What follows belongs to an exercise in optimizing a design on an open flow for small area, a short achievable clock period and few clock cycles per item; a production flow would make more cautious choices. Function was checked by simulation only, so behaviour that the tests miss may differ from the original.

**flow/design.v**
```verilog
module oncore_xtea (
    input  wire        clk,
    input  wire        rst_n,         
    input  wire [2:0]  kop,           
    input  wire [2:0]  kaddr,         
    input  wire [31:0] kdata,
    input  wire [2:0]  kraddr,        
    output wire [31:0] krdata,
    output wire        old_valid,
    input  wire        start,
    input  wire        decrypt,       
    input  wire [1:0]  method,
    input  wire        ksel,          
    input  wire [7:0]  cpr,           
    input  wire        allow_noenc,
    input  wire [63:0] din,           
    output wire        ready,
    output reg         done,
    output reg         err,
    output wire [63:0] dout
);
    localparam [2:0] KOP_NONE   = 3'd0;
    localparam [2:0] KOP_WRITE  = 3'd1;
    localparam [2:0] KOP_ROTATE = 3'd2;
    localparam [2:0] KOP_COMMIT = 3'd3;
    localparam [2:0] KOP_OVALID = 3'd4;
    localparam [31:0] DELTA  = 32'h9E3779B9;
    localparam [31:0] NDELTA = 32'h61C88647;     
    reg [31:0] cur_key [0:3];
    reg [31:0] old_key [0:3];
    reg        old_valid_r;
    wire [31:0] kd    = kdata & {32{rst_n}};
    wire        kacc  = ready & !start;
    wire        k_wr  = kacc & (kop == KOP_WRITE);
    wire        k_rot = kacc & (kop == KOP_ROTATE);
    integer j;
    always @(posedge clk) begin
        for (j = 0; j < 4; j = j + 1) begin
            if (!rst_n || (k_wr && kaddr == {1'b0, j[1:0]}) || (k_rot && j == 3))
                cur_key[j] <= kd;
            if (!rst_n || (k_wr && kaddr == {1'b1, j[1:0]}) || k_rot)
                old_key[j] <= (k_rot && rst_n) ? cur_key[j] : kd;
        end
    end
    always @(posedge clk) begin
        if (!rst_n)
            old_valid_r <= 1'b0;
        else if (kacc) begin
            case (kop)
                KOP_ROTATE: old_valid_r <= 1'b1;
                KOP_COMMIT: old_valid_r <= 1'b0;
                KOP_OVALID: old_valid_r <= kdata[0];
                default: ;
            endcase
        end
    end
    assign krdata    = kraddr[2] ? old_key[kraddr[1:0]] : cur_key[kraddr[1:0]];
    assign old_valid = old_valid_r;
    reg        run;           
    reg        pre;           
    reg        skl;           
    reg        dec_r;
    reg        ksel_r;
    reg [9:0]  cnt;           
    reg [31:0] ra, rb;        
    reg [31:0] s;             
    reg [31:0] sk1;           
    wire busy   = run | pre | skl;
    assign ready = !busy;
    wire accept = start & !busy;
    wire [8:0] cpr_n     = (cpr == 8'd0) ? 9'd256 : {1'b0, cpr};
    wire [9:0] n_cycles  = (method[0] ? {1'b0, cpr_n} : 10'd0) + (method[1] ? {cpr_n, 1'b0} : 10'd0);
    wire       bad_param = (method == 2'd0) ? !allow_noenc : (ksel && !old_valid_r);
    wire       good      = !bad_param && (method != 2'd0);
    wire last = run & (cnt == 10'd1);
    reg  [31:0] c32;          
    wire [4:0]  digit = pre ? cnt[4:0] : n_cycles[9:5];
    always @* begin
        case (digit)
            5'd0: c32 = 32'h00000000;
            5'd1: c32 = 32'h9E3779B9;
            5'd2: c32 = 32'h3C6EF372;
            5'd3: c32 = 32'hDAA66D2B;
            5'd4: c32 = 32'h78DDE6E4;
            5'd5: c32 = 32'h1715609D;
            5'd6: c32 = 32'hB54CDA56;
            5'd7: c32 = 32'h5384540F;
            5'd8: c32 = 32'hF1BBCDC8;
            5'd9: c32 = 32'h8FF34781;
            5'd10: c32 = 32'h2E2AC13A;
            5'd11: c32 = 32'hCC623AF3;
            5'd12: c32 = 32'h6A99B4AC;
            5'd13: c32 = 32'h08D12E65;
            5'd14: c32 = 32'hA708A81E;
            5'd15: c32 = 32'h454021D7;
            5'd16: c32 = 32'hE3779B90;
            5'd17: c32 = 32'h81AF1549;
            5'd18: c32 = 32'h1FE68F02;
            5'd19: c32 = 32'hBE1E08BB;
            5'd20: c32 = 32'h5C558274;
            5'd21: c32 = 32'hFA8CFC2D;
            5'd22: c32 = 32'h98C475E6;
            5'd23: c32 = 32'h36FBEF9F;
            5'd24: c32 = 32'hD5336958;
            5'd25: c32 = 32'h736AE311;
            5'd26: c32 = 32'h11A25CCA;
            5'd27: c32 = 32'hAFD9D683;
            5'd28: c32 = 32'h4E11503C;
            5'd29: c32 = 32'hEC48C9F5;
            5'd30: c32 = 32'h8A8043AE;
            5'd31: c32 = 32'h28B7BD67;
            default: c32 = 32'h0;
        endcase
    end
    wire [31:0] s_nx = (pre ? {s[26:0], 5'd0} : s) + (pre ? c32 : (dec_r ? NDELTA : DELTA));
    function [31:0] kpick;
        input [2:0] sel;
        begin
            case (sel)
                3'd0: kpick = cur_key[0];
                3'd1: kpick = cur_key[1];
                3'd2: kpick = cur_key[2];
                3'd3: kpick = cur_key[3];
                3'd4: kpick = old_key[0];
                3'd5: kpick = old_key[1];
                3'd6: kpick = old_key[2];
                default: kpick = old_key[3];
            endcase
        end
    endfunction
    wire [1:0]  idx1   = dec_r ? s[12:11] : s[1:0];
    wire [1:0]  idx2   = dec_r ? s[1:0]   : s[12:11];
    wire [2:0]  sel1   = accept ? {ksel, 2'b00} : {ksel_r, idx1};
    wire [31:0] s1     = accept ? 32'd0 : s;
    wire        inv1   = !accept & dec_r;
    wire [31:0] sk1_nx = (s1 + kpick(sel1)) ^ {32{inv1}};
    wire [31:0] sk2    = (s + kpick({ksel_r, idx2})) ^ {32{dec_r}};
    function [31:0] mix;
        input [31:0] v;
        begin
            mix = ((v << 4) ^ (v >> 5)) + v;
        end
    endfunction
    wire [32:0] nb_w = {rb, dec_r} + {mix(ra) ^ sk1, dec_r};
    wire [31:0] nb   = nb_w[32:1];
    wire [32:0] na_w = {ra, dec_r} + {mix(nb) ^ sk2, dec_r};
    wire [31:0] na   = na_w[32:1];
    assign dout = dec_r ? {ra, rb} : {rb, ra};
    always @(posedge clk) begin
        sk1 <= sk1_nx;
        s   <= accept ? (decrypt ? c32 : DELTA) : s_nx;
        if (accept) begin
            dec_r  <= decrypt;
            ksel_r <= ksel;
            cnt    <= n_cycles;
            ra     <= decrypt ? din[63:32] : din[31:0];
            rb     <= decrypt ? din[31:0]  : din[63:32];
        end else if (run) begin
            ra  <= na;
            rb  <= nb;
            cnt <= cnt - 10'd1;
        end
    end
    always @(posedge clk) begin
        if (!rst_n) begin
            run  <= 1'b0;
            pre  <= 1'b0;
            skl  <= 1'b0;
            done <= 1'b0;
            err  <= 1'b0;
        end else begin
            done <= last;
            pre  <= accept & good & decrypt;
            skl  <= pre;
            if (accept) begin
                err  <= bad_param;
                done <= !good;
                run  <= good & !decrypt;
            end else begin
                run  <= skl | (run & !last);
            end
        end
    end
endmodule
```
**flow/run.sh**
```bash
#!/bin/bash
# synth_recipe.tcl (not shown) runs the flow's synth.tcl, then flattens the netlist and writes it again
# the make line also repeats each setting of config.mk as NAME=value (left out here)
make -C /OpenROAD-flow-scripts/flow DESIGN_CONFIG=/design/flow/config.mk WORK_HOME=/design/flow/orfs CLKGATE_MAP_FILE= SYNTH_SCRIPT=/design/flow/synth_recipe.tcl finish
```
**flow/config.mk**
```make
export PLATFORM = sky130hd
export DESIGN_NAME = oncore_xtea
export DESIGN_NICKNAME = oncore_xtea
export VERILOG_FILES = /design/flow/design.v
export SDC_FILE = /design/flow/constraint.sdc
export NUM_CORES = 4
export LEC_CHECK = 0
export CAP_MARGIN = 20
export CORE_MARGIN = 2
export CORE_UTILIZATION = 40
export SETUP_SLACK_MARGIN = 5
export SLEW_MARGIN = 20
```
**flow/constraint.sdc**
```tcl
create_clock -name core_clock -period 12.0 [get_ports {clk}]
set_input_delay 2.4000 -clock core_clock [delete_from_list [all_inputs] [get_ports {clk}]]
set_output_delay 2.4000 -clock core_clock [all_outputs]
set_load 0.01 [all_outputs]
```
==> results.json, run 1 <==
{
  "syn_nets": 4342,
  "die_w_um": 305,
  "rsz0062_at_grt": "true",
  "ant_nets": 0,
  "cp_data_arrival_time_ns": 9.05,
  "synth_warnings": 3,
  "worst_pin_slew_ns": 1.04,
  "first_pass_iters": 7,
  "rows": 110,
  "synth-seq-cells": 402,
  "hold_path_startpoint": "err$_SDFFE_PN0P_",
  "r2r-start": "ra[5]$_DFFE_PP_",
  "slew_viol_final": 0,
  "grt_overflow": 0,
  "max_stage_delay_ns": 0.54,
  "final_common_cell": "a21oi_1",
  "maxSlewHeadroom_pct": 30.6,
  "synth-edff-count": 332,
  "grt_pass1_wl_um": 203000,
  "dieArea_sq_um": 93000,
  "syn_area_per_cell_sq_um": 9.13,
  "vias_per_cell": 6.17,
  "final_cell_mix": "a21oi_1, nand2_1, edfxtp_1",
  "final_core_util_pct": 51.2,
  "dieHeight_um": 305,
  "crit_path_end_kind": "register",
  "initial_core_util_pct": 40.3,
  "start_kind": "register",
  "cts_htree_levels": 2,
  "clockBufferDepth": 3,
  "grt_util_met2_pct": 45.0,
  "fin_nets": 4735,
  "grt_pass1_vias": 32700,
  "setup_viol": 0,
  "synthCells": 3971,
  "grt_usage_pct": 28.3,
  "fmax_mhz": 116,
  "cts-root-buf": "clkbuf_16",
  "dpl.hpwl_um": 92100,
  "criticalPathCategory": "reg2reg",
  "dp_slack_ns": 2.59,
  "io_buffers": 220,
  "grt_max_degree": 106,
  "wl_per_cell_um": 24.8,
  "numClockSinks": 402,
  "synth_flop_cell": "edfxtp_1",
  "ys_async_sr_fraction_pct": 0,
  "use_met1_pct": 37.9,
  "worstHoldPathType": "reg2reg",
  "hold_viol": 0,
  "cts_tree": "yes",
  "drc": 0,
  "clkLatencyLatePin_ns": 0.64,
  "multiInputGateArea_sq_um": 26200,
  "fin_crit_ns": 8.59,
  "fin_cells": 5584,
  "io_pins": 221,
  "ys_seq_area_share_pct": 31.4,
  "cts_buffers": 51,
  "fin_setup_tns_ns": 0,
  "area_growth_pct": 27.1,
  "status": "complete, no violations",
  "cp_common_cell": "a21o_1",
  "worstSetupStartpoint": "ra[5]$_DFFE_PP_",
  "clock-skew-final_ns": 0.0351,
  "grt_util_met3_pct": 4.58,
  "busiest_layer": "met2",
  "crit_buf_inv": 1,
  "cts.clk_slew.worst_paths_ns": 0.06,
  "core_sq_um": 89900,
  "setup_ws_ns": 3.41,
  "crit_family": "compound AO/OA/AOI/OAI gates",
  "drt_iter0_drc": 3852,
  "placed_cells": 5216,
  "syn_area_sq_um": 36200,
  "wl_um": 139000,
  "vias": 34500,
  "seq_area_sq_um": 11400,
  "drive_above_1_share_pct": 22.6,
  "max-cap-violations": 0,
  "antenna_found_initial": 3,
  "finalCritPeriodShare_pct": 71.6,
  "critPathSlowestCell": "xnor2_1",
  "fillers": 8104,
  "worstPathRequired_ns": 12.46,
  "synth.distinct_cells": 83,
  "cp_max_fo": 6,
  "postCtsHoldBufs": 0,
  "place.gp.congestion": 0.971
}
[synth_stat cells, drive strengths merged, types with 44 or more instances]
| master | instances | area share [%] |
|---|---|---|
| a21oi | 428 | 5.9 |
| nand2 | 363 | 3.8 |
| edfxtp | 332 | 28 |
| xnor2 | 266 | 6.4 |
| ha | 242 | 8.4 |
| o21ai | 203 | 2.8 |
| nor2 | 198 | 2.1 |
| nor2b | 188 | 3.2 |
| clkbuf | 161 | 1.7 |
| mux2 | 130 | 4.0 |
| a21o | 122 | 2.5 |
| xor2 | 119 | 2.9 |
| nand3 | 115 | 1.6 |
| and2 | 99 | 1.7 |
| inv | 86 | 0.89 |
| dfxtp | 70 | 3.9 |
| mux4 | 65 | 4.0 |
| mux2i | 59 | 1.6 |
| buf | 55 | 0.65 |
| a222oi | 44 | 1.2 |
[metrics by stage]
step	instance area, sq um	hold slack [ns]
CTS	44600	0.493
detailed placement	40100	0.485
global route	46100	0.552
global placement	40100	0.476
floorplan	36700	0.464
finish	46100	0.491
[cell families (layout without fill, tap and decap cells)]
family	Yosys count	count (layout)	share of synthesized area, %
and+or+nand+nor	1131	1133	15.2
adders and majority gates	250	250	8.80
xor gates and xnor gates	386	386	9.37
muxes	254	254	9.71
buffers and inverters	302	734	3.20
DFF	402	402	31.4
other	0	1	0
AOI/OAI and AO/OA	1246	1248	22.4
[area by class of cell]
| class | count | area share [%] |
|---|---|---|
| Multi-Input combinational cell | 3271 | 56.9 |
| Clock buffer | 74 | 3.05 |
| Timing Repair Buffer | 552 | 10.9 |
| Antenna cell | 1 | 0.00543 |
| Tap cell | 1176 | 3.19 |
| Clock inverter | 22 | 0.527 |
| Inverter | 86 | 0.734 |
| Sequential cell | 402 | 24.7 |
[path summary, 6_finish.rpt]
kind,end,slack [ns],cells after the start
setup reg to reg,ra[31]$_DFFE_PP_,3.41,38
setup / recovery,ra[31]$_DFFE_PP_,3.41,38
hold / removal,err$_SDFFE_PN0P_,0.49,2
hold reg to reg,err$_SDFFE_PN0P_,0.49,2
[metal layers]
| layer | vias to the layer above | part of all wire [%] |
|---|---|---|
| li1 | 15700 | - |
| met1 | 16600 | 41 |
| met2 | 1820 | 45 |
| met3 | 349 | 9.1 |
| met4 | 2 | 5.0 |
| met5 | - | 0.013 |
[tightest hold or removal path, cell delays in order, from the launching register on]
cell and delay (ns):
dfxtp_1 0.31, nor2_1 0.09, a311oi_1 0.04
[repair_timing]
action	CTS	global route
pin swaps	169	145
hold endpoints to repair	0	0
buffers inserted	187	72
gates cloned	8	4
gates resized for setup	296	176
endpoints found under the setup margin	88	52
[state kept, by name (all words and copies together), names as in the netlist, 10 cells and up]
| register | flops |
|---|---|
| cnt | 10 |
| old_key | 128 |
| s | 32 |
| rb | 32 |
| cur_key | 128 |
| sk1 | 32 |
| ra | 32 |
Testbench counts, summed over its fixed seeds: cycles 126,306, items 2,400.
==> inputs of run 2 (changes only) <==
--- a/flow/config.mk
+++ b/flow/config.mk
@@ -5,8 +5,9 @@
 export SDC_FILE = /design/flow/constraint.sdc
 export NUM_CORES = 4
 export LEC_CHECK = 0
+export ABC_AREA = 1
 export CAP_MARGIN = 20
 export CORE_MARGIN = 2
 export CORE_UTILIZATION = 40
-export SETUP_SLACK_MARGIN = 5
+export SETUP_SLACK_MARGIN = 3
 export SLEW_MARGIN = 20
==> results.json, run 2 <==
{
  "status": "complete, no violations",
  "area_growth_pct": 13.9,
  "placed_cells": 6324,
  "clkLatencyLatePin_ns": 0.64,
  "wl_per_cell_um": 22.2,
  "cts.clk_slew.worst_paths_ns": 0.06,
  "fin_cells": 6417,
  "crit_buf_inv": 5,
  "wl_um": 142000,
  "initial_core_util_pct": 40.4,
  "drc": 0,
  "crit_path_end_kind": "output pin",
  "reg2reg_depth": 38,
  "synth.area.top_cells": "edfxtp_1, nand2_1, ha_1, inv_1, o21ai_0",
  "numClockSinks": 402,
  "diodes": 0,
  "die_w_um": 306,
  "hold_depth": 1,
  "synth_top_area_share_pct": 27.3,
  "drive_above_1_share_pct": 4.10,
  "synth.distinct_cells": 63,
  "cp_max_fo": 28,
  "rsz0062_at_grt": "true",
  "core_sq_um": 90300,
  "start_kind": "input port",
  "ys_async_sr_fraction_pct": 0,
  "grt_pass1_vias": 35700,
  "vias": 37200,
  "fin_crit_ns": 8.79,
  "io_pins": 221,
  "syn_nets": 5448,
  "r2r-start": "ra[9]$_DFFE_PP_",
  "synth.most_common_cell": "nand2_1",
  "worstHoldPathType": "reg2reg",
  "rows": 110,
  "synth_flop_cell": "edfxtp_1",
  "dieHeight_um": 306,
  "synthCells": 5077,
  "r2r_end": "ra[28]$_DFFE_PP_",
  "cts-root-buf": "clkbuf_16",
  "io_buffers": 220,
  "cts_htree_levels": 2,
  "synth-edff-count": 332,
  "final_cell_mix": "nand2_1, inv_1, o21ai_0",
  "finalCritPeriodShare_pct": 73.3,
  "drt_iter0_drc": 4434,
  "antenna_found_initial": 1,
  "path_cells": "clkdlybuf4s50_1 -> inv_1 -> nor2_4 -> buf_4 -> inv_1 -> o22ai_1 -> o221ai_1 -> o21ai_0 -> clkdlybuf4s50_1",
  "hold_path_startpoint": "err$_SDFFE_PN0P_",
  "max_stage_delay_ns": 1.00,
  "grt_overflow": 0,
  "hold_end": "err$_SDFFE_PN0P_",
  "ant_nets": 0,
  "syn_area_per_cell_sq_um": 7.19,
  "dpl.hpwl_um": 104000,
  "final_common_cell": "nand2_1",
  "clockBufferDepth": 3,
  "critPathSlowestCell": "clkdlybuf4s50_1",
  "maxSlewHeadroom_pct": 25.7,
  "syn_area_sq_um": 36500,
  "worst_pin_slew_ns": 1.11,
  "setup_viol": 0,
  "setup_ws_ns": 3.21,
  "cts_buffers": 50,
  "dieArea_sq_um": 93700,
  "grt_pass1_wl_um": 213000,
  "grt_usage_pct": 29.4,
  "clock-skew-final_ns": 0.0408,
  "ys_seq_area_share_pct": 31.1,
  "crit_family": "buffers and inverters",
  "reg_top3": "cur_key: 128 flops, old_key: 128 flops",
  "place.gp.congestion": 0.964,
  "fin_setup_tns_ns": 0,
  "ff2ff_setup_slack_ns": 3.37,
  "criticalPathCategory": "in2out",
  "synth-seq-cells": 402,
  "vias_per_cell": 5.80,
  "cp_data_arrival_time_ns": 6.39,
  "dp_slack_ns": 3.19,
  "slew_viol_final": 0,
  "worstPathRequired_ns": 9.60,
  "synth_area_leader_cell": "edfxtp_1",
  "grt_max_degree": 97,
  "max-cap-violations": 0,
  "cts_tree": "yes",
  "first_pass_iters": 8,
  "synth_common_cells": "nand2_1, inv_1, o21ai_0",
  "synth_warnings": 3,
  "hold_viol": 0,
  "fmax_mhz": 114,
  "fin_nets": 5571
}
==> run 2: changes by cell type in the layout (fill, tap and decap cells not counted), moves of 142 or more <==
cell and delta:
buf_4 -240, inv_1 +595, nand2_1 +839, nor2b_1 -185
o21ai_0 +313, o22ai_1 +142
==> run 2: worst max-delay path by stage <==
stage	from	end	slack [ns]	depth (start not counted)
floorplan	start	cur_key[0][0]$_DFFE_PP_	5.11	5
global placement	ra[9]$_DFFE_PP_	ra[28]$_DFFE_PP_	3.19	37
detailed placement	ra[9]$_DFFE_PP_	ra[28]$_DFFE_PP_	3.19	37
CTS	ra[9]$_DFFE_PP_	ra[28]$_DFFE_PP_	3.16	37
global route	ra[9]$_DFFE_PP_	ra[28]$_DFFE_PP_	2.97	39
finish	kraddr[0]	krdata[9]	3.21	9
==> run 2: logic make-up after synthesis <==
kind of cell | Yosys count | share of synthesized area [%]
XOR/XNOR | 338 | 8.19
flip-flops | 402 | 31.1
adder cells (fa/ha/maj) | 250 | 8.73
buffers and inverters | 886 | 9.31
AO/OA/AOI/OAI | 1367 | 22.2
multiplexers | 2 | 0.0548
AND/OR/NAND/NOR | 1832 | 20.3
==> run 2: metrics by stage <==
step | instance area, sq um | hold WS, ns | utilization, %
after global routing | 41600 | 0.587 | 46.0
final | 41600 | 0.552 | 46.0
after global placement | 39900 | 0.524 | 44.2
after floorplan | 36500 | 0.546 | -
after detailed placement | 39900 | 0.535 | 44.2
after CTS | 41600 | 0.549 | 46.0
==> run 2: worst register-to-register path, delay by kind of cell, from the launching register on <==
kind,cells,cell delay (ns)
adders and majority gates,4,1.53
AOI/OAI and AO/OA,12,2.51
and+or+nand+nor,15,2.34
xor gates and xnor gates,6,1.34
buffers and inverters,1,0.09
DFF,1,0.55
==> run 2: cell type report <==
type | instances | area [sq um]
inverter | 688 | 2580
clock inverter | 22 | 298
sequential | 402 | 11400
clock buffer | 71 | 1380
tap | 1176 | 1470
timing repair buffer | 269 | 2560
multi-input combinational | 3789 | 21900
fill | 9086 | 48700
==> run 2: metal layers <==
layer	up-vias	track usage, %	share of wire (%)
li1	17700	-	-
met1	17200	39.2	42
met2	1976	48.5	45
met3	345	4.29	9.1
met4	2	10.9	4.1
met5	-	0	0.0091
==> run 2: what timing repair did <==
action | CTS | global route
endpoints found under the setup margin | 0 | 8
setup buffers | 0 | 0
resized for setup | 0 | 3
hold buffers | 0 | 0
==> inputs of run 3 (changes only) <==
--- a/flow/config.mk
+++ b/flow/config.mk
@@ -5,7 +5,6 @@
 export SDC_FILE = /design/flow/constraint.sdc
 export NUM_CORES = 4
 export LEC_CHECK = 0
-export ABC_AREA = 1
 export CAP_MARGIN = 20
 export CORE_MARGIN = 2
 export CORE_UTILIZATION = 40
==> results.json, run 3 <==
{
  "status": "complete, no violations",
  "criticalPathCategory": "reg2reg",
  "synth-seq-cells": 402,
  "start_kind": "register",
  "syn_area_per_cell_sq_um": 9.13,
  "synth_common_cells": "a21oi_1, nand2_1, edfxtp_1",
  "max_stage_delay_ns": 0.52,
  "wl_um": 131000,
  "whs_ns": 0.498,
  "synth_top_area_share_pct": 27.5,
  "cp_data_arrival_time_ns": 9.25,
  "use_met1_pct": 37.3,
  "cts-root-buf": "clkbuf_16",
  "core_sq_um": 89900,
  "drive_above_1_share_pct": 14.5,
  "clockBufferDepth": 3,
  "rows": 110,
  "vias": 33100,
  "setup_viol": 0,
  "cts_tree": "yes",
  "worstPathRequired_ns": 12.49,
  "critPathSlowestCell": "edfxtp_1",
  "cp_common_cell": "a21o_1",
  "grt_usage_pct": 26.9,
  "busiest_layer": "met2",
  "cts_buffers": 51,
  "cts_htree_levels": 2,
  "rsz0062_at_grt": "true",
  "place.gp.congestion": 0.922,
  "crit_path_end_kind": "register",
  "synth.most_common_cell": "a21oi_1",
  "io_pins": 221,
  "ys_seq_area_share_pct": 31.4,
  "synth_area_leader_cell": "edfxtp_1",
  "clock-skew-final_ns": 0.0378,
  "synthCells": 3971,
  "ys_async_sr_fraction_pct": 0,
  "die_w_um": 305,
  "numClockSinks": 402,
  "dieArea_sq_um": 93000,
  "synth_flop_cell": "edfxtp_1",
  "grt_pass1_wl_um": 193000,
  "maxSlewHeadroom_pct": 27.3,
  "hold_viol": 0,
  "grt_overflow": 0,
  "slew_viol_final": 0,
  "dpl.hpwl_um": 91400,
  "worstHoldPathType": "reg2reg",
  "synth_warnings": 3,
  "cts.clk_slew.worst_paths_ns": 0.06,
  "grt_max_degree": 162,
  "cp_max_fo": 5,
  "grt_util_met2_pct": 42.8,
  "max-cap-violations": 0,
  "clkLatencyLatePin_ns": 0.65,
  "antenna_found_initial": 2,
  "fmax_mhz": 114,
  "synth.area.top_cells": "edfxtp_1, ha_1, xnor2_1, a21oi_1, mux2_2",
  "worst_pin_slew_ns": 1.09,
  "drc": 0,
  "postCtsHoldBufs": 0,
  "fin_nets": 4563,
  "first_pass_iters": 9,
  "reg_top3": "cur_key: 128 flops, old_key: 128 flops",
  "final_cell_mix": "a21oi_1, nand2_1, edfxtp_1",
  "ant_nets": 0,
  "grt_util_met3_pct": 3.30,
  "syn_nets": 4342,
  "finalCritPeriodShare_pct": 73.0,
  "fin_crit_ns": 8.75,
  "setup_ws_ns": 3.25,
  "io_buffers": 220,
  "syn_area_sq_um": 36200,
  "area_growth_pct": 18.7,
  "dieHeight_um": 305,
  "fin_setup_tns_ns": 0,
  "final_common_cell": "a21oi_1",
  "vias_per_cell": 6.11,
  "synth-edff-count": 332,
  "synth.distinct_cells": 83,
  "initial_core_util_pct": 40.3,
  "grt_pass1_vias": 31000,
  "dp_slack_ns": 2.07,
  "drt_iter0_drc": 3548,
  "wl_per_cell_um": 24.2
}
run 3: logic make-up after synthesis:
kind of cell	count (synthesis)	synth area share [%]
flip-flops	402	31.4
XOR/XNOR	386	9.37
buffers and inverters	302	3.20
AND/OR/NAND/NOR	1131	15.2
AO/OA/AOI/OAI	1246	22.4
adder cells (fa/ha/maj)	250	8.80
multiplexers	254	9.71
run 3: final timing paths:
path | startpoint | endpoint | slack (ns) | cells past startpoint
setup reg to reg | ra[1]$_DFFE_PP_ | ra[31]$_DFFE_PP_ | 3.25 | 38
hold / removal | err$_SDFFE_PN0P_ | err$_SDFFE_PN0P_ | 0.50 | 2
hold reg to reg | err$_SDFFE_PN0P_ | err$_SDFFE_PN0P_ | 0.50 | 2
setup / recovery | ra[1]$_DFFE_PP_ | ra[31]$_DFFE_PP_ | 3.25 | 38
run 3: final cells by class:
class | instances | area, sq um
diodes | 1 | 2.50
clock buffers | 69 | 1400
clock inverters | 27 | 239
fillers | 8464 | 46900
inverters | 86 | 330
multi-input cells | 3267 | 24700
flip-flops and latches | 402 | 11400
well taps | 1176 | 1470
repair buffers | 383 | 3470
repair inverters | 1 | 7.51
run 3: layer usage:
metal / part of all wire [%] / wire (um)
met5: 0.0054 / 7
met1: 42 / 55100
met4: 4.1 / 5350
met2: 45 / 59200
met3: 8.5 / 11100
run 3: through the flow:
step / cells / utilization [%] / instance area [sq um]
floorplan: 3971 / - / 36200
global placement: 5212 / 44.1 / 39700
detailed placement: 5212 / 44.1 / 39700
CTS: 5342 / 46.5 / 41800
global route: 5412 / 47.9 / 43000
finish: 5412 / 47.9 / 43000
run 3: what timing repair did:
action | CTS | global route
setup endpoints to repair | 12 | 21
setup buffers | 33 | 69
cloned | 1 | 0
gates resized for setup | 53 | 132
pin swaps | 15 | 87
run 3: worst max-delay path: cells and delay by family, from the launching register on:
kind	cells	cell delay (ns)
buf+inv	1	0.18
compound gates	21	4.70
simple gates	8	1.17
flops	1	0.52
xor+xnor	4	0.70
fa+ha+maj	4	1.35
==> inputs of run 4 (changes only) <==
--- a/flow/config.mk
+++ b/flow/config.mk
@@ -8,5 +8,6 @@
 export CAP_MARGIN = 20
 export CORE_MARGIN = 2
 export CORE_UTILIZATION = 40
+export CTS_BUF_LIST = sky130_fd_sc_hd__clkbuf_4 sky130_fd_sc_hd__clkbuf_8
 export SETUP_SLACK_MARGIN = 3
 export SLEW_MARGIN = 20
==> results.json, run 4 <==
{
  "synth_flop_cell": "edfxtp_1",
  "clockBufferDepth": 3,
  "cp_max_fo": 49,
  "cts_htree_levels": 3,
  "wl_um": 131000,
  "cts.clk_slew.worst_paths_ns": 0.05,
  "ys_async_sr_fraction_pct": 0,
  "drt_iter0_drc": 3656,
  "die_w_um": 305,
  "grt_pass1_vias": 31400,
  "max-cap-violations": 0,
  "place.gp.congestion": 0.922,
  "grt_pass1_wl_um": 194000,
  "maxSlewHeadroom_pct": 25.9,
  "drc": 0,
  "reg_top3": "cur_key: 128 flops, old_key: 128 flops",
  "first_pass_iters": 10,
  "synth.distinct_cells": 83,
  "wl_per_cell_um": 24.0,
  "syn_nets": 4342,
  "vias": 33300,
  "slew_viol_final": 0,
  "synth_common_cells": "a21oi_1, nand2_1, edfxtp_1",
  "cp_data_arrival_time_ns": 9.40,
  "fillers": 8503,
  "postCtsHoldBufs": 0,
  "clock-skew-final_ns": 0.0391,
  "rsz0062_at_grt": "true",
  "status": "complete, no violations",
  "worstHoldPathType": "reg2reg",
  "seq_area_sq_um": 11400,
  "vias_per_cell": 6.09,
  "path_cells": "clkdlybuf4s50_1 -> nand2_4 -> inv_2 -> nor2_1 -> a21o_2 -> buf_4 -> nor2_2 -> a221oi_1 -> o22ai_1 -> o21a_1 -> ha_1 -> o21ai_0 -> a21oi_1 -> nor2_1 -> o41ai_1 -> o311ai_0 -> o211ai_1 -> a31o_2 -> a31o_2 -> a221o_1 -> a21oi_1 -> xnor2_1",
  "numClockSinks": 402,
  "area_growth_pct": 18.8,
  "core_sq_um": 89900,
  "synth.most_common_cell": "a21oi_1",
  "initial_core_util_pct": 40.3,
  "drive_above_1_share_pct": 15.9,
  "fin_crit_ns": 8.77,
  "fin_nets": 4594,
  "synth_warnings": 3,
  "fin_setup_tns_ns": 0,
  "dpl.hpwl_um": 91400,
  "cts_tree": "yes",
  "criticalPathCategory": "in2reg",
  "finalCritPeriodShare_pct": 73.0,
  "synth_area_leader_cell": "edfxtp_1",
  "cts-root-buf": "clkbuf_8",
  "ys_seq_area_share_pct": 31.4,
  "syn_area_per_cell_sq_um": 9.13,
  "dieHeight_um": 305,
  "dieArea_sq_um": 93000,
  "antenna_found_initial": 4,
  "critPathSlowestCell": "a21o_2",
  "grt_overflow": 0,
  "synth_top_area_share_pct": 27.5,
  "worstPathRequired_ns": 12.63,
  "setup_viol": 0,
  "cts_buffers": 78,
  "grt_max_degree": 162,
  "final_cell_mix": "a21oi_1, nand2_1, edfxtp_1",
  "clkLatencyLatePin_ns": 0.73,
  "crit_path_end_kind": "register",
  "synth-seq-cells": 402,
  "synth-edff-count": 332,
  "syn_area_sq_um": 36200,
  "final_common_cell": "a21oi_1",
  "io_pins": 221,
  "worst_pin_slew_ns": 1.11,
  "rows": 110,
  "hold_viol": 0,
  "start_kind": "input port",
  "grt_usage_pct": 27.1,
  "io_buffers": 220,
  "multiInputGateArea_sq_um": 24800,
  "synth.area.top_cells": "edfxtp_1, ha_1, xnor2_1, a21oi_1, mux2_2",
  "synthCells": 3971,
  "ant_nets": 0,
  "fmax_mhz": 114,
  "max_stage_delay_ns": 0.69
}
-- run 4: path summary, 6_finish.rpt --
kind | end | depth (start not counted) | startpoint | slack, ns
max | sk1[31]$_DFF_P_ | 22 | start | 3.23
min | run$_SDFF_PN0_ | 2 | skl$_SDFF_PN0_ | 0.50
max reg2reg | ra[30]$_DFFE_PP_ | 36 | ra[5]$_DFFE_PP_ | 3.26
min reg2reg | run$_SDFF_PN0_ | 2 | skl$_SDFF_PN0_ | 0.50
-- run 4: stage by stage --
| stage | setup WS [ns] | cells | instance area [sq um] | util [%] | hold WS (ns) |
|---|---|---|---|---|---|
| 5_1_grt | 2.87 | 5462 | 43100 | 47.9 | 0.520 |
| 2_1_floorplan | 3.49 | 3971 | 36200 | - | 0.464 |
| 3_5_place_dp | 2.07 | 5212 | 39700 | 44.1 | 0.480 |
| 3_3_place_gp | 2.10 | 5212 | 39700 | 44.1 | 0.484 |
| 4_1_cts | 2.94 | 5393 | 41900 | 46.6 | 0.495 |
| 6_report | 3.23 | 5462 | 43100 | 47.9 | 0.499 |
-- run 4: cell families (layout without fill, tap and decap cells) --
kind of cell / Yosys count / in the layout / synth area share (%)
AO/OA/AOI/OAI: 1246 / 1246 / 22.4
adder cells (fa/ha/maj): 250 / 250 / 8.80
XOR/XNOR: 386 / 386 / 9.37
multiplexers: 254 / 254 / 9.71
buffers and inverters: 302 / 615 / 3.20
flip-flops: 402 / 402 / 31.4
AND/OR/NAND/NOR: 1131 / 1131 / 15.2
other: 0 / 2 / 0
-- run 4: what timing repair did --
action | in CTS | in global routing
gates cloned | 1 | 0
resized for setup | 63 | 130
endpoints found under the hold margin | 0 | 0
pin swaps | 23 | 91
buffers inserted | 39 | 67
endpoints found under the setup margin | 11 | 18
-- run 4: critical path, delay by kind of cell --
kind                     cells  cell delay (ns)
AO/OA/AOI/OAI               13             4.06
adder cells (fa/ha/maj)      1             0.36
AND/OR/NAND/NOR              4             1.03
XOR/XNOR                     1             0.17
buffers and inverters        3             1.33
-- run 4: area by class of cell --
| class | instances | share of cell area [%] |
|---|---|---|
| multi-input combinational | 3267 | 57.5 |
| sequential | 402 | 26.4 |
| timing repair buffer | 387 | 8.07 |
| tap | 1176 | 3.42 |
| clock buffer | 108 | 3.12 |
| inverter | 86 | 0.767 |
| clock inverter | 33 | 0.694 |
| timing repair inverter | 1 | 0.0174 |
| antenna | 2 | 0.0116 |
-- run 4: layer usage --
layer  routed length, um  vias to the layer above  share of wire [%]  global-route usage, %
met5                  21                        -              0.016                      0
met4                5860                        4                4.5                   11.4
met3               10300                      315                7.9                   3.84
met2               59200                     1582                 45                   42.9
met1               55900                    16000                 43                   37.0
li1                    -                    15400                  -                      -
==> inputs of run 5 (changes only) <==
--- a/flow/config.mk
+++ b/flow/config.mk
@@ -8,6 +8,5 @@
 export CAP_MARGIN = 20
 export CORE_MARGIN = 2
 export CORE_UTILIZATION = 40
-export CTS_BUF_LIST = sky130_fd_sc_hd__clkbuf_4 sky130_fd_sc_hd__clkbuf_8
-export SETUP_SLACK_MARGIN = 3
+export SETUP_SLACK_MARGIN = 4
 export SLEW_MARGIN = 20
==> results.json, run 5 <==
{
  "synth.most_common_cell": "a21oi_1",
  "status": "complete, no violations",
  "setup_viol": 0,
  "dpl.hpwl_um": 91400,
  "synth_flop_cell": "edfxtp_1",
  "cp_data_arrival_time_ns": 9.27,
  "postCtsHoldBufs": 0,
  "hold_end": "err$_SDFFE_PN0P_",
  "synth_area_leader_cell": "edfxtp_1",
  "r2r-start": "ra[9]$_DFFE_PP_",
  "synth-seq-cells": 402,
  "fin_setup_tns_ns": 0,
  "first_pass_iters": 8,
  "r2r_end": "ra[31]$_DFFE_PP_",
  "final_core_util_pct": 49.1,
  "reg_top3": "cur_key: 128 flops, old_key: 128 flops",
  "synth_warnings": 3,
  "cts_htree_levels": 2,
  "dieHeight_um": 305,
  "drc": 0,
  "worstPathRequired_ns": 12.50,
  "cts-root-buf": "clkbuf_16",
  "maxSlewHeadroom_pct": 24.5,
  "worst_pin_slew_ns": 1.13,
  "rows": 110,
  "initial_core_util_pct": 40.3,
  "die_w_um": 305,
  "numClockSinks": 402,
  "dieArea_sq_um": 93000,
  "synth-edff-count": 332,
  "criticalPathCategory": "reg2reg",
  "clockBufferDepth": 3,
  "drt_iter0_drc": 3558,
  "drive_above_1_share_pct": 17.8,
  "synth.area.top_cells": "edfxtp_1, ha_1, xnor2_1, a21oi_1, mux2_2",
  "worstHoldPathType": "reg2reg",
  "fin_nets": 4610,
  "synthCells": 3971,
  "synth_top_area_share_pct": 27.5,
  "whs_ns": 0.508,
  "fillers": 8301,
  "syn_area_per_cell_sq_um": 9.13,
  "diodes": 0,
  "reg2reg_depth": 40,
  "cp_common_cell": "xnor2_1",
  "io_buffers": 220,
  "ff2ff_setup_slack_ns": 3.23,
  "clkLatencyLatePin_ns": 0.64,
  "dp_slack_ns": 1.99,
  "hold_viol": 0,
  "cts_buffers": 50,
  "vias": 33400,
  "cts_tree": "yes",
  "cp_max_fo": 6,
  "wl_per_cell_um": 24.5,
  "ys_seq_area_share_pct": 31.4,
  "grt_max_degree": 162,
  "place.gp.congestion": 0.973,
  "syn_area_sq_um": 36200,
  "clock-skew-final_ns": 0.0434,
  "area_growth_pct": 21.8,
  "final_common_cell": "a21oi_1",
  "hold_depth": 2,
  "critPathSlowestCell": "edfxtp_1",
  "ant_nets": 0,
  "io_pins": 221,
  "fin_cells": 5455,
  "final_cell_mix": "a21oi_1, nand2_1, edfxtp_1",
  "synth_common_cells": "a21oi_1, nand2_1, edfxtp_1",
  "finalCritPeriodShare_pct": 73.1,
  "max_stage_delay_ns": 0.54,
  "wl_um": 134000,
  "grt_pass1_vias": 31800,
  "ys_async_sr_fraction_pct": 0,
  "synth.distinct_cells": 83,
  "rsz0062_at_grt": "true",
  "syn_nets": 4342,
  "grt_usage_pct": 27.4,
  "antenna_found_initial": 0,
  "crit_path_end_kind": "register",
  "fin_crit_ns": 8.77,
  "max-cap-violations": 0,
  "start_kind": "register",
  "slew_viol_final": 0,
  "core_sq_um": 89900,
  "cts.clk_slew.worst_paths_ns": 0.08,
  "grt_overflow": 0,
  "setup_ws_ns": 3.23,
  "grt_pass1_wl_um": 197000,
  "multiInputGateArea_sq_um": 25400,
  "fmax_mhz": 114,
  "placed_cells": 5216,
  "vias_per_cell": 6.13,
  "hold_path_startpoint": "err$_SDFFE_PN0P_",
  "seq_area_sq_um": 11400
}
==> run 5: timing repair <==
action                                 CTS  global route
cloned                                   1             3
endpoints found under the hold margin    0             0
pin swaps                              123           108
setup endpoints to repair               40            31
buffers inserted                       101            42
resized for setup                      182           123
==> run 5: cell type report <==
| cell class | count | area share, % |
|---|---|---|
| Multi-Input combinational cell | 3269 | 57.6 |
| Sequential cell | 402 | 25.8 |
| Timing Repair Buffer | 429 | 8.69 |
| Tap cell | 1176 | 3.33 |
| Clock buffer | 61 | 2.95 |
| Clock inverter | 31 | 0.845 |
| Inverter | 86 | 0.754 |
| Timing Repair inverter | 1 | 0.0170 |
==> run 5: worst max-delay path by stage <==
stage,start,to,slack (ns)
final,ra[9]$_DFFE_PP_,ra[31]$_DFFE_PP_,3.23
after global routing,ra[9]$_DFFE_PP_,ra[31]$_DFFE_PP_,2.90
after CTS,ra[6]$_DFFE_PP_,ra[31]$_DFFE_PP_,3.53
after detailed placement,ra[5]$_DFFE_PP_,ra[31]$_DFFE_PP_,1.99
after global placement,ra[5]$_DFFE_PP_,ra[31]$_DFFE_PP_,2.03
after floorplan,ra[6]$_DFFE_PP_,ra[31]$_DFFE_PP_,3.92
==> run 5: worst max-delay path, delay by kind of cell (launching register included) <==
family          cells  cell delay, ns
fa+ha+maj           4            1.53
compound gates     17            3.34
flops               1            0.54
simple gates       11            1.59
xor+xnor            8            1.67
==> run 5: metal layers <==
metal	track usage (%)	vias to the layer above	wire, um	part of all wire, %
met5	0	-	0	0
met4	11.3	0	6110	4.6
met3	4.10	307	12000	9.0
met2	43.7	1727	60200	45
met1	37.2	16000	55600	42
li1	-	15400	-	-
==> run 5: cells by family after synthesis <==
kind of cell             Yosys count  synth area share (%)
flip-flops                       402                  31.4
multiplexers                     254                  9.71
adder cells (fa/ha/maj)          250                  8.80
XOR/XNOR                         386                  9.37
buffers and inverters            302                  3.20
AO/OA/AOI/OAI                   1246                  22.4
AND/OR/NAND/NOR                 1131                  15.2
==> run 5: stage by stage <==
stage                     area (sq um)
after floorplan                  36400
after global placement           39800
after detailed placement         39800
after CTS                        43100
after global routing             44100
final                            44100
==> inputs of run 6 (changes only) <==
--- a/flow/config.mk
+++ b/flow/config.mk
@@ -5,6 +5,7 @@
 export SDC_FILE = /design/flow/constraint.sdc
 export NUM_CORES = 4
 export LEC_CHECK = 0
+export ABC_AREA = 1
 export CAP_MARGIN = 20
 export CORE_MARGIN = 2
 export CORE_UTILIZATION = 40
==> results.json, run 6 <==
{
  "status": "complete, no violations",
  "synthCells": 5077,
  "ff2ff_setup_slack_ns": 4.33,
  "synth_common_cells": "nand2_1, inv_1, o21ai_0",
  "first_pass_iters": 7,
  "final_common_cell": "nand2_1",
  "synth-seq-cells": 402,
  "worstHoldPathType": "reg2reg",
  "reg_top3": "cur_key: 128 flops, old_key: 128 flops",
  "fmax_mhz": 126,
  "io_pins": 221,
  "die_w_um": 306,
  "clock-skew-final_ns": 0.0401,
  "grt_util_met2_pct": 48.7,
  "synth_warnings": 3,
  "ant_nets": 0,
  "ys_seq_area_share_pct": 31.1,
  "fillers": 9036,
  "core_sq_um": 90300,
  "dieArea_sq_um": 93700,
  "cts-root-buf": "clkbuf_16",
  "synth.area.top_cells": "edfxtp_1, nand2_1, ha_1, inv_1, o21ai_0",
  "busiest_layer": "met2",
  "criticalPathCategory": "in2out",
  "vias": 37300,
  "grt_pass1_wl_um": 214000,
  "synth.distinct_cells": 63,
  "area_growth_pct": 15.5,
  "hold_path_startpoint": "err$_SDFFE_PN0P_",
  "rows": 110,
  "io_buffers": 220,
  "final_cell_mix": "nand2_1, inv_1, o21ai_0",
  "fin_crit_ns": 7.94,
  "rsz0062_at_grt": "true",
  "max-cap-violations": 0,
  "synth_area_leader_cell": "edfxtp_1",
  "clkLatencyLatePin_ns": 0.65,
  "hold_depth": 1,
  "drc": 0,
  "maxSlewHeadroom_pct": 24.7,
  "numClockSinks": 402,
  "syn_area_per_cell_sq_um": 7.19,
  "reg2reg_depth": 40,
  "cp_data_arrival_time_ns": 5.54,
  "fin_cells": 6446,
  "r2r_end": "ra[28]$_DFFE_PP_",
  "drt_iter0_drc": 4281,
  "cp_max_fo": 28,
  "postCtsHoldBufs": 0,
  "wl_um": 143000,
  "synth_top_area_share_pct": 27.3,
  "wl_per_cell_um": 22.2,
  "place.gp.congestion": 0.964,
  "cts_buffers": 50,
  "hold_end": "err$_SDFFE_PN0P_",
  "finalCritPeriodShare_pct": 66.1,
  "synth_flop_cell": "edfxtp_1",
  "dp_slack_ns": 3.19,
  "setup_viol": 0,
  "syn_area_sq_um": 36500,
  "hold_viol": 0,
  "cts_tree": "yes",
  "diodes": 0,
  "placed_cells": 6324,
  "cts.clk_slew.worst_paths_ns": 0.06,
  "dieHeight_um": 306,
  "synth-edff-count": 332,
  "setup_ws_ns": 4.06,
  "dpl.hpwl_um": 104000,
  "grt_util_met3_pct": 4.40,
  "antenna_found_initial": 0,
  "grt_overflow": 0,
  "synth.most_common_cell": "nand2_1",
  "fin_setup_tns_ns": 0,
  "grt_pass1_vias": 35800,
  "fin_nets": 5600,
  "cts_htree_levels": 2,
  "r2r-start": "ra[1]$_DFFE_PP_",
  "ys_async_sr_fraction_pct": 0,
  "crit_path_end_kind": "output pin",
  "initial_core_util_pct": 40.4,
  "use_met1_pct": 39.2,
  "grt_usage_pct": 29.5,
  "start_kind": "input port",
  "drive_above_1_share_pct": 5.67,
  "clockBufferDepth": 3,
  "vias_per_cell": 5.79,
  "slew_viol_final": 0,
  "worstPathRequired_ns": 9.60,
  "worst_pin_slew_ns": 1.13,
  "syn_nets": 5448,
  "grt_max_degree": 97
}
## run 6: layout make-up
cell class	count	area, sq um	share of cell area [%]
multi-input combinational	3790	22300	52.8
sequential	402	11400	27.0
timing repair buffer	297	2780	6.60
inverter	688	2590	6.14
tap	1176	1470	3.49
clock buffer	71	1380	3.27
clock inverter	22	298	0.706
## run 6: repair_timing
action,in CTS,in global routing
cloned,1,0
endpoints found under the setup margin,47,40
gates resized for setup,19,71
pin swaps,1,6
setup buffers,2,26
## run 6: cells by family (layout without fill, tap and decap cells)
group,Yosys count,count (layout),share of synthesized area [%]
compound gates,1367,1367,22.2
xor+xnor,338,338,8.19
fa+ha+maj,250,250,8.73
buf+inv,886,1078,9.31
flops,402,402,31.1
mux,2,2,0.0548
simple gates,1832,1833,20.3
## run 6: metal layers
metal | wire length (um) | share of wire, %
met1 | 59600 | 42
met2 | 64700 | 45
met3 | 12800 | 9.0
met4 | 5870 | 4.1
met5 | 0 | 0
## run 6: worst max-delay path: stages
cell,delay (ns)
clkdlybuf4s15_2,0.47
inv_1,0.19
nor2_4,0.46
buf_6,0.36
inv_1,0.38
o22ai_1,0.22
o221ai_1,0.12
o21ai_0,0.26
clkdlybuf4s50_1,0.63
## run 6: per-stage QoR
stage / cell area, sq um / util, % / hold slack [ns]
after global placement: 39900 / 44.2 / 0.524
after floorplan: 36500 / - / 0.546
final: 42200 / 46.7 / 0.555
after CTS: 41700 / 46.1 / 0.549
after detailed placement: 39900 / 44.2 / 0.535
after global routing: 42200 / 46.7 / 0.587
## run 6: worst max path at each step
stage	endpoint	depth (start not counted)	from	slack [ns]
final	krdata[9]	9	kraddr[0]	4.06
after global routing	ra[23]$_DFFE_PP_	36	ra[5]$_DFFE_PP_	3.86
after CTS	ra[28]$_DFFE_PP_	39	ra[0]$_DFFE_PP_	3.92
after detailed placement	ra[28]$_DFFE_PP_	37	ra[9]$_DFFE_PP_	3.19
after global placement	ra[28]$_DFFE_PP_	37	ra[9]$_DFFE_PP_	3.19
after floorplan	cur_key[0][0]$_DFFE_PP_	5	start	5.11
==> inputs of run 7 (changes only) <==
==> flow/flow/run.sh (new file) <==
#!/bin/bash
# The standard layout, with the input and output ports buffered by the
# small sky130_fd_sc_hd__buf_2 instead of the flow's default delay buffer.
set -euo pipefail
bash standard.sh "BUFFER_PORTS_ARGS=-buffer_cell sky130_fd_sc_hd__buf_2" finish > standard_flow.log 2>&1
==> flow/standard.sh (new file) <==
#!/bin/bash
# synth_recipe.tcl (not shown) runs the flow's synth.tcl, then flattens the netlist and writes it again
# the make line also repeats each setting of config.mk as NAME=value (left out here)
make -C /OpenROAD-flow-scripts/flow DESIGN_CONFIG=/design/flow/config.mk WORK_HOME=/design/flow/orfs CLKGATE_MAP_FILE= SYNTH_SCRIPT=/design/flow/synth_recipe.tcl "${@:-finish}"
--- a/flow/config.mk
+++ b/flow/config.mk
@@ -5,9 +5,8 @@
 export SDC_FILE = /design/flow/constraint.sdc
 export NUM_CORES = 4
 export LEC_CHECK = 0
-export ABC_AREA = 1
 export CAP_MARGIN = 20
 export CORE_MARGIN = 2
 export CORE_UTILIZATION = 40
-export SETUP_SLACK_MARGIN = 4
+export SETUP_SLACK_MARGIN = 3
 export SLEW_MARGIN = 20
removed: flow/run.sh
==> results.json, run 7 <==
{
  "synth_common_cells": "a21oi_1, nand2_1, edfxtp_1",
  "dpl.hpwl_um": 91500,
  "synth_warnings": 3,
  "hold_end": "err$_SDFFE_PN0P_",
  "r2r_end": "ra[31]$_DFFE_PP_",
  "synth-edff-count": 332,
  "clock-skew-final_ns": 0.0214,
  "antenna_found_initial": 5,
  "grt_pass1_vias": 31200,
  "initial_core_util_pct": 40.3,
  "final_common_cell": "a21oi_1",
  "ys_seq_area_share_pct": 31.4,
  "cp_max_fo": 19,
  "core_sq_um": 89900,
  "r2r-start": "ksel_r$_DFFE_PP_",
  "wl_per_cell_um": 24.4,
  "hold_path_startpoint": "err$_SDFFE_PN0P_",
  "slew_viol_final": 0,
  "start_kind": "register",
  "place.gp.congestion": 0.948,
  "wl_um": 131000,
  "critPathSlowestCell": "inv_1",
  "synth_area_leader_cell": "edfxtp_1",
  "cts.clk_slew.worst_paths_ns": 0.07,
  "cp_common_cell": "buf_4",
  "syn_nets": 4342,
  "ys_async_sr_fraction_pct": 0,
  "reg_top3": "cur_key: 128 flops, old_key: 128 flops",
  "synth-seq-cells": 402,
  "io_pins": 221,
  "synthCells": 3971,
  "clockBufferDepth": 3,
  "syn_area_per_cell_sq_um": 9.13,
  "clkLatencyLatePin_ns": 0.64,
  "cp_data_arrival_time_ns": 9.49,
  "first_pass_iters": 7,
  "fmax_mhz": 111,
  "fillers": 8658,
  "die_w_um": 305,
  "rsz0062_at_grt": "true",
  "cts_buffers": 49,
  "io_buffers": 220,
  "vias_per_cell": 6.15,
  "grt_overflow": 0,
  "criticalPathCategory": "reg2reg",
  "numClockSinks": 402,
  "synth_top_area_share_pct": 27.5,
  "worstPathRequired_ns": 12.48,
  "final_core_util_pct": 46.2,
  "maxSlewHeadroom_pct": 24.1,
  "status": "complete, no violations",
  "worstHoldPathType": "reg2reg",
  "final_cell_mix": "a21oi_1, nand2_1, edfxtp_1",
  "grt_pass1_wl_um": 194000,
  "cts_tree": "yes",
  "drc": 0,
  "fin_crit_ns": 9.01,
  "rows": 110,
  "drt_iter0_drc": 3478,
  "reg2reg_depth": 25,
  "fin_area_sq_um": 41500,
  "vias": 33100,
  "max-cap-violations": 0,
  "max_stage_delay_ns": 0.70,
  "fin_setup_tns_ns": 0,
  "synth.most_common_cell": "a21oi_1",
  "syn_area_sq_um": 36200,
  "placed_area_sq_um": 38600,
  "synth.area.top_cells": "edfxtp_1, ha_1, xnor2_1, a21oi_1, mux2_2",
  "drive_above_1_share_pct": 18.9,
  "dieArea_sq_um": 93000,
  "fin_nets": 4541,
  "finalCritPeriodShare_pct": 75.1,
  "ant_nets": 0,
  "setup_viol": 0,
  "ff2ff_setup_slack_ns": 2.99,
  "crit_buf_inv": 4,
  "cts_htree_levels": 2,
  "synth.distinct_cells": 83,
  "hold_viol": 0,
  "grt_usage_pct": 27.2,
  "hold_depth": 2,
  "postCtsHoldBufs": 0,
  "grt_max_degree": 162,
  "cts-root-buf": "clkbuf_16",
  "dieHeight_um": 305,
  "crit_path_end_kind": "register",
  "synth_flop_cell": "edfxtp_1",
  "crit_family": "compound AO/OA/AOI/OAI gates",
  "area_growth_pct": 14.6,
  "worst_pin_slew_ns": 1.13
}
## run 7: cell count changes in the layout (fill, tap and decap cells not counted), moves of 93 or more
cell	delta
o21ai_0	-270
nor2b_1	+186
xnor2_1	+126
and2_1	+93
inv_1	-589
nor2_1	-110
clkdlybuf4s50_1	-215
nand2_1	-819
o22ai_1	-142
mux2_2	+130
buf_2	+216
## run 7: per-layer routing
metal | wire length (um) | vias up | track usage (%)
met1 | 54700 | 15900 | 37.0
met2 | 59800 | 1658 | 43.3
met3 | 11200 | 321 | 3.62
met5 | 15 | - | 0
li1 | - | 15300 | -
met4 | 5720 | 4 | 11.2
## run 7: worst max path at each step
stage / start / to / slack (ns) / cells past startpoint
CTS: ra[13]$_DFFE_PP_ / ra[31]$_DFFE_PP_ / 3.00 / 42
global route: ra[6]$_DFFE_PP_ / ra[31]$_DFFE_PP_ / 2.66 / 40
finish: ksel_r$_DFFE_PP_ / ra[31]$_DFFE_PP_ / 2.99 / 25
detailed placement: ra[13]$_DFFE_PP_ / ra[31]$_DFFE_PP_ / 2.28 / 40
floorplan: ra[13]$_DFFE_PP_ / ra[31]$_DFFE_PP_ / 3.49 / 40
global placement: ra[13]$_DFFE_PP_ / ra[31]$_DFFE_PP_ / 2.37 / 40
## run 7: worst reg2reg max path, cell delays in order (launching register included)
cell and delay, ns:
edfxtp_1 0.38, buf_4 0.25, inv_1 0.71, buf_4 0.41, and2_1 0.46, buf_4 0.37, a222oi_1 0.12, a31oi_1 0.69
ha_1 0.44, and3_1 0.17, a221o_1 0.36, o311ai_0 0.48, a211oi_1 0.23, o21a_1 0.24, o41ai_1 0.63, o21ai_0 0.30
xnor2_1 0.31, ha_1 0.38, a21o_1 0.21, a41oi_2 0.28, o21ai_2 0.13, o41ai_4 0.44, nor2_1 0.12, and3_1 0.20
o41a_1 0.36, nor3_1 0.17
## run 7: cell families after synthesis
kind of cell	share of synthesized area (%)
AOI/OAI and AO/OA	22.4
xor gates and xnor gates	9.37
muxes	9.71
adders and majority gates	8.80
and+or+nand+nor	15.2
DFF	31.4
buffers and inverters	3.20
## run 7: final cells by class
class / count / area, sq um / share of cell area (%)
Antenna cell: 2 / 5.00 / 0.0121
Clock buffer: 68 / 1410 / 3.38
Clock inverter: 23 / 194 / 0.467
Inverter: 86 / 323 / 0.778
Multi-Input combinational cell: 3267 / 24500 / 59.1
Sequential cell: 402 / 11400 / 27.4
Tap cell: 1176 / 1470 / 3.54
Timing Repair Buffer: 364 / 2220 / 5.34
## run 7: per-stage QoR
stage | hold slack [ns] | setup slack [ns] | std cells
3_5_place_dp | 0.482 | 2.28 | 5211
4_1_cts | 0.491 | 3.00 | 5329
6_report | 0.492 | 2.99 | 5388
5_1_grt | 0.526 | 2.66 | 5387
2_1_floorplan | 0.464 | 3.49 | 3971
3_3_place_gp | 0.482 | 2.37 | 5211
## run 7: what timing repair did
action                                  CTS  global route
setup buffers                            27            57
pin swaps                                18            68
cloned                                    0             0
resized for setup                        39           110
endpoints found under the setup margin    7            11
==> inputs of run 8 (changes only) <==
--- a/flow/config.mk
+++ b/flow/config.mk
@@ -7,6 +7,7 @@
 export LEC_CHECK = 0
 export CAP_MARGIN = 20
 export CORE_MARGIN = 2
-export CORE_UTILIZATION = 40
+export CORE_UTILIZATION = 60
+export PLACE_DENSITY = 0.75
 export SETUP_SLACK_MARGIN = 3
 export SLEW_MARGIN = 20
==> results.json, run 8 <==
{
  "status": "complete, no violations",
  "rsz0062_at_grt": "true",
  "rows": 90,
  "final_cell_mix": "a21oi_1, nand2_1, edfxtp_1",
  "fillers": 4817,
  "setup_viol": 0,
  "grt_usage_pct": 37.5,
  "drt_iter0_drc": 4091,
  "final_common_cell": "a21oi_1",
  "whs_ns": 0.494,
  "antenna_found_initial": 1,
  "grt_max_degree": 162,
  "initial_core_util_pct": 60.4,
  "syn_area_sq_um": 36200,
  "synth_flop_cell": "edfxtp_1",
  "cp_data_arrival_time_ns": 9.27,
  "worstPathRequired_ns": 12.45,
  "slew_viol_final": 0,
  "cp_max_fo": 29,
  "numClockSinks": 402,
  "synthCells": 3971,
  "cts_htree_levels": 2,
  "synth.distinct_cells": 83,
  "wl_per_cell_um": 24.4,
  "fin_nets": 4518,
  "synth.most_common_cell": "a21oi_1",
  "grt_pass1_vias": 31100,
  "synth-edff-count": 332,
  "synth_common_cells": "a21oi_1, nand2_1, edfxtp_1",
  "grt_pass1_wl_um": 182000,
  "grt_overflow": 0,
  "drive_above_1_share_pct": 18.1,
  "worstHoldPathType": "reg2reg",
  "crit_path_end_kind": "register",
  "synth_warnings": 3,
  "drc": 0,
  "dieArea_sq_um": 62400,
  "maxSlewHeadroom_pct": 18.2,
  "ys_seq_area_share_pct": 31.4,
  "clkLatencyLatePin_ns": 0.62,
  "wl_um": 121000,
  "syn_nets": 4342,
  "start_kind": "register",
  "die_w_um": 250,
  "ys_async_sr_fraction_pct": 0,
  "fin_setup_tns_ns": 0,
  "place.gp.congestion": 0.969,
  "vias_per_cell": 6.72,
  "hold_viol": 0,
  "dieHeight_um": 250,
  "core_sq_um": 60000,
  "syn_area_per_cell_sq_um": 9.13,
  "clock-skew-final_ns": 0.0200,
  "cts.clk_slew.worst_paths_ns": 0.06,
  "area_growth_pct": 12.7,
  "first_pass_iters": 10,
  "criticalPathCategory": "reg2reg",
  "final_core_util_pct": 68.1,
  "fmax_mhz": 113,
  "cts_tree": "yes",
  "finalCritPeriodShare_pct": 73.5,
  "synth.area.top_cells": "edfxtp_1, ha_1, xnor2_1, a21oi_1, mux2_2",
  "cts-root-buf": "clkbuf_16",
  "io_buffers": 220,
  "cts_buffers": 48,
  "reg_top3": "cur_key: 128 flops, old_key: 128 flops",
  "io_pins": 221,
  "postCtsHoldBufs": 0,
  "clockBufferDepth": 3,
  "synth-seq-cells": 402,
  "max-cap-violations": 0,
  "dpl.hpwl_um": 85700,
  "worst_pin_slew_ns": 1.23,
  "vias": 33400,
  "diodes": 0,
  "synth_area_leader_cell": "edfxtp_1",
  "ant_nets": 0,
  "synth_top_area_share_pct": 27.5,
  "fin_crit_ns": 8.82
}
-- run 8: worst max-delay path: stages, from the launching register on --
cell       delay (ns)
dfxtp_1          0.78
nand2_1          0.14
o2bb2ai_2        0.55
buf_4            0.51
and2_1           0.78
a222oi_1         0.27
a41oi_1          0.41
ha_1             0.38
and3_1           0.21
a221o_1          0.35
o311ai_0         0.39
a211oi_1         0.19
o21a_1           0.23
o41ai_1          0.66
o21ai_0          0.28
xnor2_1          0.35
ha_1             0.40
a21o_1           0.23
a41oi_4          0.23
o21ai_2          0.13
o41ai_4          0.28
a21oi_1          0.10
and3_1           0.20
o41a_1           0.40
nor3_1           0.17
-- run 8: layout make-up --
| class | count | area (sq um) | area share (%) |
|---|---|---|---|
| tap | 782 | 978 | 2.40 |
| timing repair inverter | 1 | 5.00 | 0.0123 |
| clock buffer | 59 | 1240 | 3.04 |
| clock inverter | 27 | 388 | 0.950 |
| inverter | 86 | 327 | 0.800 |
| multi-input combinational | 3267 | 24500 | 60.0 |
| sequential | 402 | 11400 | 27.8 |
| timing repair buffer | 341 | 2030 | 4.97 |
-- run 8: cells by family after synthesis --
family | synth area share, %
flip-flops | 31.4
multiplexers | 9.71
buffers and inverters | 3.20
AO/OA/AOI/OAI | 22.4
XOR/XNOR | 9.37
adder cells (fa/ha/maj) | 8.80
AND/OR/NAND/NOR | 15.2
-- run 8: stage by stage --
stage                     cells  cell area, sq um  worst slack (ns)
after detailed placement   4811             38000              2.24
after global routing       4965             40800              2.76
after floorplan            3971             36200              3.49
after global placement     4811             38000              2.45
after CTS                  4934             40200              3.00
final                      4965             40800              3.18
-- run 8: path summary, 6_finish.rpt --
kind | to | from | slack (ns) | cells past startpoint
worst max-delay path | ra[31]$_DFFE_PP_ | s[1]$_DFF_P_ | 3.18 | 24
worst min register to register | err$_SDFFE_PN0P_ | err$_SDFFE_PN0P_ | 0.49 | 2
worst max register to register | ra[31]$_DFFE_PP_ | s[1]$_DFF_P_ | 3.18 | 24
worst min-delay path | err$_SDFFE_PN0P_ | err$_SDFFE_PN0P_ | 0.49 | 2
-- run 8: per-layer routing --
metal | vias up | global-route usage [%] | routed length, um
met3 | 438 | 5.82 | 12700
met1 | 15700 | 50.5 | 48000
li1 | 15200 | - | -
met4 | 2 | 18.6 | 6740
met2 | 2061 | 58.9 | 53800
met5 | - | 0 | 12
-- run 8: timing repair --
action	CTS	global route
pin swaps	22	50
cloned	0	1
endpoints found under the hold margin	0	0
setup endpoints to repair	6	16
resized for setup	43	94
setup buffers	37	30

## afterwards: timing with drivers on the ports
Ports are ideal in the flow. The routed layouts listed here were re-timed in OpenROAD. Step 1: set_driving_cell puts a clkbuf_16 on clk and a buf_2 on each other input, an assumption about the parent block. Step 2 adds t to the input delays and takes it off the output delays; t is the mean of the earliest and latest rising clock arrival at the registers after step 1. Input paths then give back, and output paths get back, about the clock's delay inside the block. Slacks: no drivers / after step 1 / after step 2; pairs: no drivers / after step 1.
run | shift t [ns] | setup WS [ns] | hold WS [ns] | worst register clock-pin slew, ns | worst data-port slew with drivers (ns)
run 1 | 0.690 | 3.407 / 3.407 / 3.407 | 0.491 / 0.491 / 0.491 | 0.06 / 0.06 | 0.08
run 2 | 0.694 | 3.208 / 3.170 / 3.170 | 0.552 / 0.552 / 0.552 | 0.06 / 0.06 | 0.07
run 3 | 0.699 | 3.245 / 3.245 / 2.853 | 0.498 / 0.498 / 0.498 | 0.06 / 0.06 | 0.07
run 4 | 0.776 | 3.235 / 3.260 / 2.506 | 0.499 / 0.499 / 0.499 | 0.07 / 0.07 | 0.07
run 5 | 0.688 | 3.228 / 3.228 / 3.228 | 0.508 / 0.508 / 0.508 | 0.08 / 0.08 | 0.08
run 6 | 0.696 | 4.065 / 4.030 / 4.001 | 0.555 / 0.555 / 0.555 | 0.06 / 0.06 | 0.07
run 7 | 0.695 | 2.990 / 2.990 / 2.793 | 0.492 / 0.492 / 0.492 | 0.07 / 0.07 | 0.06
run 8 | 0.673 | 3.176 / 3.176 / 2.569 | 0.494 / 0.494 / 0.494 | 0.07 / 0.07 | 0.06
After both steps setup and hold are still met in every run listed. The setup slack of run 4, which loses most, moves by +0.025 ns with the drivers and by -0.729 ns with both steps.
